Background: an optimization exercise with open tools, aiming at small area. Do not read the settings as production practice. In this exercise RTL edits were held to simulation tests only and were not proved equivalent to the original. Power and IR drop assume default switching activity.

==> 07-20 <==
Design filter_core, start of the top module:
module filter_core #(
    parameter NMAX = 32
) (
    input  wire        clk,
    input  wire        rst_n,
    input  wire        cmd_valid,
    output wire        cmd_ready,
    input  wire [23:0] cmd_data,
    output wire        rsp_valid,
    input  wire        rsp_ready,
    output wire [31:0] rsp_data,
    output wire        fault_o
);
    localparam [1:0] M_CONFIG = 2'd0, M_RUN = 2'd1, M_FAULT = 2'd2;
    localparam [7:0] OP_RESET = 8'h01, OP_RDREG = 8'h02, OP_RDW  = 8'h03,
                     OP_RDK   = 8'h04, OP_WSET  = 8'h05, OP_SETN = 8'h10,
                     OP_SETLIM= 8'h11, OP_SETDTH= 8'h12, OP_WPUSH= 8'h13,
                     OP_KPUSH = 8'h14, OP_INIT  = 8'h15, OP_LIM  = 8'h21,
                     OP_MED   = 8'h22, OP_AVG   = 8'h23, OP_SAVG = 8'h24,
                     OP_MAVG  = 8'h25, OP_SMAVG = 8'h26, OP_CSAVG= 8'h27,
                     OP_WSAVG = 8'h28, OP_DITH  = 8'h29;
    localparam [3:0] E_NONE  = 4'h0, E_ILL   = 4'h1, E_MODE  = 4'h2,
                     E_LOCKED= 4'h3, E_IDX   = 4'h4, E_CAP   = 4'h5,
                     E_NLEN  = 4'h6, E_WFILL = 4'h7, E_KLEN  = 4'h8,
                     E_KSUM  = 4'h9, E_DTH   = 4'hA, E_NTRIM = 4'hB,
                     E_NOWGT = 4'hC;
    localparam [5:0] S_RST  = 6'd0,  S_IDLE = 6'd1,  S_DEC  = 6'd2,  S_RESP = 6'd3,
                     S_RDW  = 6'd4,  S_RDK  = 6'd5,  S_WW   = 6'd6,  S_KW   = 6'd7,
                     S_KS0  = 6'd8,  S_KS1  = 6'd9,  S_KCHK = 6'd10, S_L1   = 6'd11,
                     S_L2   = 6'd12, S_CSR  = 6'd13, S_CPY  = 6'd14, S_SLW  = 6'd15,
                     S_SUM0 = 6'd16, S_SUM1 = 6'd17, S_MAX0 = 6'd18, S_MAX1 = 6'd19,
                     S_V0   = 6'd20, S_V1   = 6'd21, S_V2   = 6'd22, S_V3   = 6'd23,
                     S_V4   = 6'd24, S_V5   = 6'd25, S_V6   = 6'd26, S_V7   = 6'd27,
                     S_V8   = 6'd28, S_Q0   = 6'd29, S_Q1   = 6'd30, S_Q2   = 6'd31,
                     S_WS0  = 6'd32, S_WA   = 6'd33, S_WB   = 6'd34, S_WC   = 6'd35,
                     S_D0   = 6'd36, S_D1   = 6'd37, S_D1B  = 6'd38, S_D2   = 6'd39,
  ...
make LEC_CHECK=0 CAP_MARGIN=20 CORE_MARGIN=2 CORE_UTILIZATION=40 SLEW_MARGIN=20 finish   # period 12.0 ns
run.sh (not shown) runs the stock make flow with config.mk's settings and CLKGATE_MAP_FILE= SYNTH_SCRIPT=/design/flow/synth_recipe.tcl, a recipe that flattens the netlist after the stock synthesis.
==> inputs of 01-26, as changes to 07-20 <==
--- a/flow/config.mk
+++ b/flow/config.mk
@@ -9,3 +9,4 @@
 export CORE_MARGIN = 2
 export CORE_UTILIZATION = 40
+export CTS_BUF_LIST = sky130_fd_sc_hd__clkbuf_4
 export SLEW_MARGIN = 20
==> qor summary <==
item	01-26	07-20
Met3 routing resource usage after global routing	7.94%	6.34%
Proportion of layout cells with a drive suffix above 1	14.4%	9.54%
Via count	25,993	25,324
Final-layout worst hold slack	0.273 ns	0.302 ns
Proportion of cell area occupied by multi-input gates	38.4%	38.4%
Global routing met1 resource utilization	42.3%	42.6%
Run status	finished clean	finished clean
Design area	0.0337 mm²	0.0337 mm²
Clock Power Share	35.6%	37.5%
Peak supply drop	0.143 mV	0.169 mV
Utilization of the core after routing	46.1%	46.2%
WL per Instance	28.2 µm	29.3 µm
First drt pass iteration count	8	10
Clock transition at the register clock pins on the worst setup and hold paths after CTS	0.08 ns	0.07 ns
Detailed-route wire length	120 mm	119 mm
First-pass GRT wire length	173 mm	171 mm
Portion of total power attributed to sequential cells	45.1%	43.8%
Level count of the clock H-tree	4	3
Met1 wire length	50.0 mm	49.7 mm
Clock Network Area Fraction	7.22%	7.35%
Pint	4.03 mW	4.26 mW
CTS Buf Count	184	76
Switching power of the nets	2.00 mW	1.94 mW

* * *

==> v26 <==
Another version of the RTL of filter_core (not shown whole).
==> flow/design.v (excerpt) <==
module filter_core #(
    parameter NMAX = 32
) (
    input  wire        clk,
    input  wire        rst_n,
    input  wire        cmd_valid,
    output wire        cmd_ready,
    input  wire [23:0] cmd_data,
    output wire        rsp_valid,
    input  wire        rsp_ready,
    output wire [31:0] rsp_data,
    output wire        fault_o
);
export LEC_CHECK = 0
export CAP_MARGIN = 20
export CORE_MARGIN = 2
export CORE_UTILIZATION = 40
export CTS_BUF_LIST = sky130_fd_sc_hd__clkbuf_8
export CTS_CLUSTER_DIAMETER = 55
export CTS_CLUSTER_SIZE = 18
export GPL_TIMING_DRIVEN = 0
export PLACE_DENSITY = 0.8
export SLEW_MARGIN = 0
create_clock -name core_clock -period 12.0 [get_ports {clk}]
standard.sh (not shown) runs the stock make flow with config.mk's settings and CLKGATE_MAP_FILE= SYNTH_SCRIPT=/design/flow/synth_recipe.tcl, a recipe that flattens the netlist after the stock synthesis.
==> flow/flow/run.sh <==
#!/bin/bash
# Own layout flow: the standard layout (standard.sh), except that the
# synthesis maps the combinational logic with an area-oriented ABC script
# (flow/abc_area_map.script) instead of ORFS's delay-oriented one. The
# synthesis is otherwise ORFS's, run through the standard flow's synth_recipe.tcl, so the
# registers and their names are those of the standard synthesis. The port
# buffers that the standard flow inserts are plain buf_1 cells, and clock tree
# synthesis adds no dummy loads.
set -euo pipefail
W=$(pwd)
S=$FLOW_HOME/scripts
mkdir -p "$W/mysynth"
sed -e "s#\$::env(SCRIPTS_DIR)/abc_speed.script#$W/flow/abc_area_map.script#" \
    -e "s#\$::env(SCRIPTS_DIR)/abc_area.script#$W/flow/abc_area_map.script#" \
    "$S/synth_preamble.tcl" > "$W/mysynth/synth_preamble.tcl"
sed -e "s#\$::env(SCRIPTS_DIR)/synth_preamble.tcl#$W/mysynth/synth_preamble.tcl#" \
    "$S/synth.tcl" > "$W/mysynth/synth.tcl"
sed -e "s#\$::env(SCRIPTS_DIR)/synth.tcl#$W/mysynth/synth.tcl#" \
    "$W/synth_recipe.tcl" > "$W/mysynth/synth_recipe.tcl"
sed -E "s#SYNTH_SCRIPT=[^ ]+#SYNTH_SCRIPT=$W/mysynth/synth_recipe.tcl 'BUFFER_PORTS_ARGS=-buffer_cell sky130_fd_sc_hd__buf_1' 'CTS_ARGS=-sink_clustering_enable -repair_clock_nets -sink_clustering_size 18 -sink_clustering_max_diameter 55 -buf_list sky130_fd_sc_hd__clkbuf_8 -sink_clustering_buffer sky130_fd_sc_hd__clkbuf_8 -root_buf sky130_fd_sc_hd__clkbuf_4 -tree_buf sky130_fd_sc_hd__clkbuf_4 -dont_use_dummy_load'#" \
    "$W/standard.sh" > "$W/mysynth/standard.sh"
grep -q "abc_area_map.script" "$W/mysynth/synth_preamble.tcl"
grep -q "mysynth/synth_preamble.tcl" "$W/mysynth/synth.tcl"
grep -q "mysynth/synth.tcl" "$W/mysynth/synth_recipe.tcl"
grep -q "mysynth/synth_recipe.tcl 'BUFFER_PORTS_ARGS.*dont_use_dummy_load'" "$W/mysynth/standard.sh"
bash "$W/mysynth/standard.sh" > "$W/flow_make.log" 2>&1
==> flow/flow/abc_area_map.script <==
&get -n
&st
&syn2
&dch -f
&nf -R 1000 -p -C 32 -F 8 -A 4
&st
&syn2
&dch -f
&nf -R 1000 -p -C 32 -F 8 -A 4
&st
&syn2
&dch -f
&nf -R 1000 -p -C 32 -F 8 -A 4
&st
&syn2
&dch -f
&nf -R 1000 -p -C 32 -F 8 -A 4
&put
topo
==> v5: changes against v26 <==
==> flow/flow/run.sh (replaced) <==
#!/bin/bash
# Own layout flow: the standard layout (standard.sh), except that the
# synthesis maps the combinational logic with an area-oriented ABC script
# (flow/abc_area_map.script) instead of ORFS's delay-oriented one. The
# synthesis is otherwise ORFS's, run through the standard flow's synth_recipe.tcl, so the
# registers and their names are those of the standard synthesis. The port
# buffers that the standard flow inserts are plain buf_1 cells.
set -euo pipefail
W=$(pwd)
S=$FLOW_HOME/scripts
mkdir -p "$W/mysynth"
sed -e "s#\$::env(SCRIPTS_DIR)/abc_speed.script#$W/flow/abc_area_map.script#" \
    -e "s#\$::env(SCRIPTS_DIR)/abc_area.script#$W/flow/abc_area_map.script#" \
    "$S/synth_preamble.tcl" > "$W/mysynth/synth_preamble.tcl"
sed -e "s#\$::env(SCRIPTS_DIR)/synth_preamble.tcl#$W/mysynth/synth_preamble.tcl#" \
    "$S/synth.tcl" > "$W/mysynth/synth.tcl"
sed -e "s#\$::env(SCRIPTS_DIR)/synth.tcl#$W/mysynth/synth.tcl#" \
    "$W/synth_recipe.tcl" > "$W/mysynth/synth_recipe.tcl"
sed -E "s#SYNTH_SCRIPT=[^ ]+#SYNTH_SCRIPT=$W/mysynth/synth_recipe.tcl 'BUFFER_PORTS_ARGS=-buffer_cell sky130_fd_sc_hd__buf_1'#" \
    "$W/standard.sh" > "$W/mysynth/standard.sh"
grep -q "abc_area_map.script" "$W/mysynth/synth_preamble.tcl"
grep -q "mysynth/synth_preamble.tcl" "$W/mysynth/synth.tcl"
grep -q "mysynth/synth.tcl" "$W/mysynth/synth_recipe.tcl"
grep -q "mysynth/synth_recipe.tcl 'BUFFER_PORTS_ARGS" "$W/mysynth/standard.sh"
bash "$W/mysynth/standard.sh" > "$W/flow_make.log" 2>&1
==> flow/flow/abc_area_map.script (replaced) <==
&get -n
&st
&syn2
&dch -f
&nf -R 1000 -p
&st
&syn2
&dch -f
&nf -R 1000 -p
&put
topo
CAP_MARGIN = 0   (was 20)
CTS_CLUSTER_DIAMETER = 60   (was 55)
CTS_CLUSTER_SIZE = 16   (was 18)
PLACE_DENSITY = unset   (was 0.8)
==> v37: changes against v26 <==
--- a/flow/flow/run.sh
+++ b/flow/flow/run.sh
@@ -18,5 +18,5 @@
 sed -e "s#\$::env(SCRIPTS_DIR)/synth.tcl#$W/mysynth/synth.tcl#" \
     "$W/synth_recipe.tcl" > "$W/mysynth/synth_recipe.tcl"
-sed -E "s#SYNTH_SCRIPT=[^ ]+#SYNTH_SCRIPT=$W/mysynth/synth_recipe.tcl 'BUFFER_PORTS_ARGS=-buffer_cell sky130_fd_sc_hd__buf_1' 'CTS_ARGS=-sink_clustering_enable -repair_clock_nets -sink_clustering_size 18 -sink_clustering_max_diameter 55 -buf_list sky130_fd_sc_hd__clkbuf_8 -sink_clustering_buffer sky130_fd_sc_hd__clkbuf_8 -root_buf sky130_fd_sc_hd__clkbuf_4 -tree_buf sky130_fd_sc_hd__clkbuf_4 -dont_use_dummy_load'#" \
+sed -E "s#SYNTH_SCRIPT=[^ ]+#SYNTH_SCRIPT=$W/mysynth/synth_recipe.tcl 'BUFFER_PORTS_ARGS=-buffer_cell sky130_fd_sc_hd__buf_1' 'CTS_ARGS=-sink_clustering_enable -repair_clock_nets -sink_clustering_size 16 -sink_clustering_max_diameter 60 -buf_list sky130_fd_sc_hd__clkbuf_8 -dont_use_dummy_load'#" \
     "$W/standard.sh" > "$W/mysynth/standard.sh"
 grep -q "abc_area_map.script" "$W/mysynth/synth_preamble.tcl"
CORE_UTILIZATION = 50   (was 40)
CTS_CLUSTER_DIAMETER = 60   (was 55)
CTS_CLUSTER_SIZE = 16   (was 18)
PLACE_DENSITY = unset   (was 0.8)
SLEW_MARGIN = 20   (was 0)
==> v34: changes against v26 <==
==> flow/flow/run.sh (replaced) <==
#!/bin/bash
# Own layout flow: the standard layout (standard.sh), except that the
# synthesis maps the combinational logic with an area-oriented ABC script
# (flow/abc_area_map.script) instead of ORFS's delay-oriented one. The
# synthesis is otherwise ORFS's, run through the standard flow's synth_recipe.tcl, so the
# registers and their names are those of the standard synthesis.
set -euo pipefail
W=$(pwd)
S=$FLOW_HOME/scripts
mkdir -p "$W/mysynth"
sed -e "s#\$::env(SCRIPTS_DIR)/abc_speed.script#$W/flow/abc_area_map.script#" \
    -e "s#\$::env(SCRIPTS_DIR)/abc_area.script#$W/flow/abc_area_map.script#" \
    "$S/synth_preamble.tcl" > "$W/mysynth/synth_preamble.tcl"
sed -e "s#\$::env(SCRIPTS_DIR)/synth_preamble.tcl#$W/mysynth/synth_preamble.tcl#" \
    "$S/synth.tcl" > "$W/mysynth/synth.tcl"
sed -e "s#\$::env(SCRIPTS_DIR)/synth.tcl#$W/mysynth/synth.tcl#" \
    "$W/synth_recipe.tcl" > "$W/mysynth/synth_recipe.tcl"
sed -E "s#SYNTH_SCRIPT=[^ ]+#SYNTH_SCRIPT=$W/mysynth/synth_recipe.tcl#" \
    "$W/standard.sh" > "$W/mysynth/standard.sh"
grep -q "abc_area_map.script" "$W/mysynth/synth_preamble.tcl"
grep -q "mysynth/synth_preamble.tcl" "$W/mysynth/synth.tcl"
grep -q "mysynth/synth.tcl" "$W/mysynth/synth_recipe.tcl"
grep -q "mysynth/synth_recipe.tcl" "$W/mysynth/standard.sh"
bash "$W/mysynth/standard.sh" > "$W/flow_make.log" 2>&1
==> flow/flow/abc_area_map.script (replaced) <==
&get -n
&st
&syn2
&dch -f
&nf -R 1000 -p
&st
&syn2
&dch -f
&nf -R 1000 -p
&put
topo
CTS_BUF_LIST = sky130_fd_sc_hd__clkbuf_16   (was sky130_fd_sc_hd__clkbuf_8)
CTS_CLUSTER_DIAMETER = 80   (was 55)
CTS_CLUSTER_SIZE = 30   (was 18)
GPL_TIMING_DRIVEN = unset   (was 0)
PLACE_DENSITY = unset   (was 0.8)
SLEW_MARGIN = 20   (was 0)
==> comparison <==
v5 produced a layout that fails on capacitance limit. v37 finished with timing, DRC and antenna clean. v26 finished with timing, DRC and antenna clean. v34 passed the timing, design-rule and antenna checks.
Sequential cell count is the same in v26 and v34.
The highest core utilization belongs to v37, the lowest to v26.
Against v5, the cell area of v26 is smaller by about 2.1%.
Against v34, the clock power of v37 is lower by 21%.
Count of clock-buffer cells in the layout: v26 is lower than v37 (6).
Against v5, the via count of v26 is lower by 0.74%.
Global-route usage, highest first: v37, v34, v5, v26.
In sequential power, v5 and v37 hardly differ.
Against v26, the hold slack of v34 is higher by 0.032 ns.

[afterwards: timing with drivers on the ports]
The flow's constraints put no driver on any port. The routed layouts listed below were extracted and timed again, unchanged, in two steps. Step 1 (the two cells are an assumption about what drives the block):
set clk [get_ports {clk}]
set_driving_cell -lib_cell sky130_fd_sc_hd__clkbuf_16 $clk
set_driving_cell -lib_cell sky130_fd_sc_hd__buf_2 [delete_from_list [all_inputs] $clk]
Step 2 times the ports against the registers' clock, not the clock port: input delays grow and output delays shrink by t, the midpoint of the rising clock arrivals with the driver on. a / b / c = ideal ports / drivers / drivers and shift; a / b = the first two.
run	t (ns)	setup slack, ns	pins driven straight from the clock port
07-20	0.691	3.401 / 3.401 / 3.401	1
01-26	1.079	3.408 / 3.381 / 3.408	1
v26	0.847	1.077 / 1.077 / 1.077	1
v5	0.792	1.646 / 1.646 / 1.646	1
v37	0.716	0.951 / 0.951 / 0.951	1
v34	0.650	2.440 / 2.440 / 2.440	1
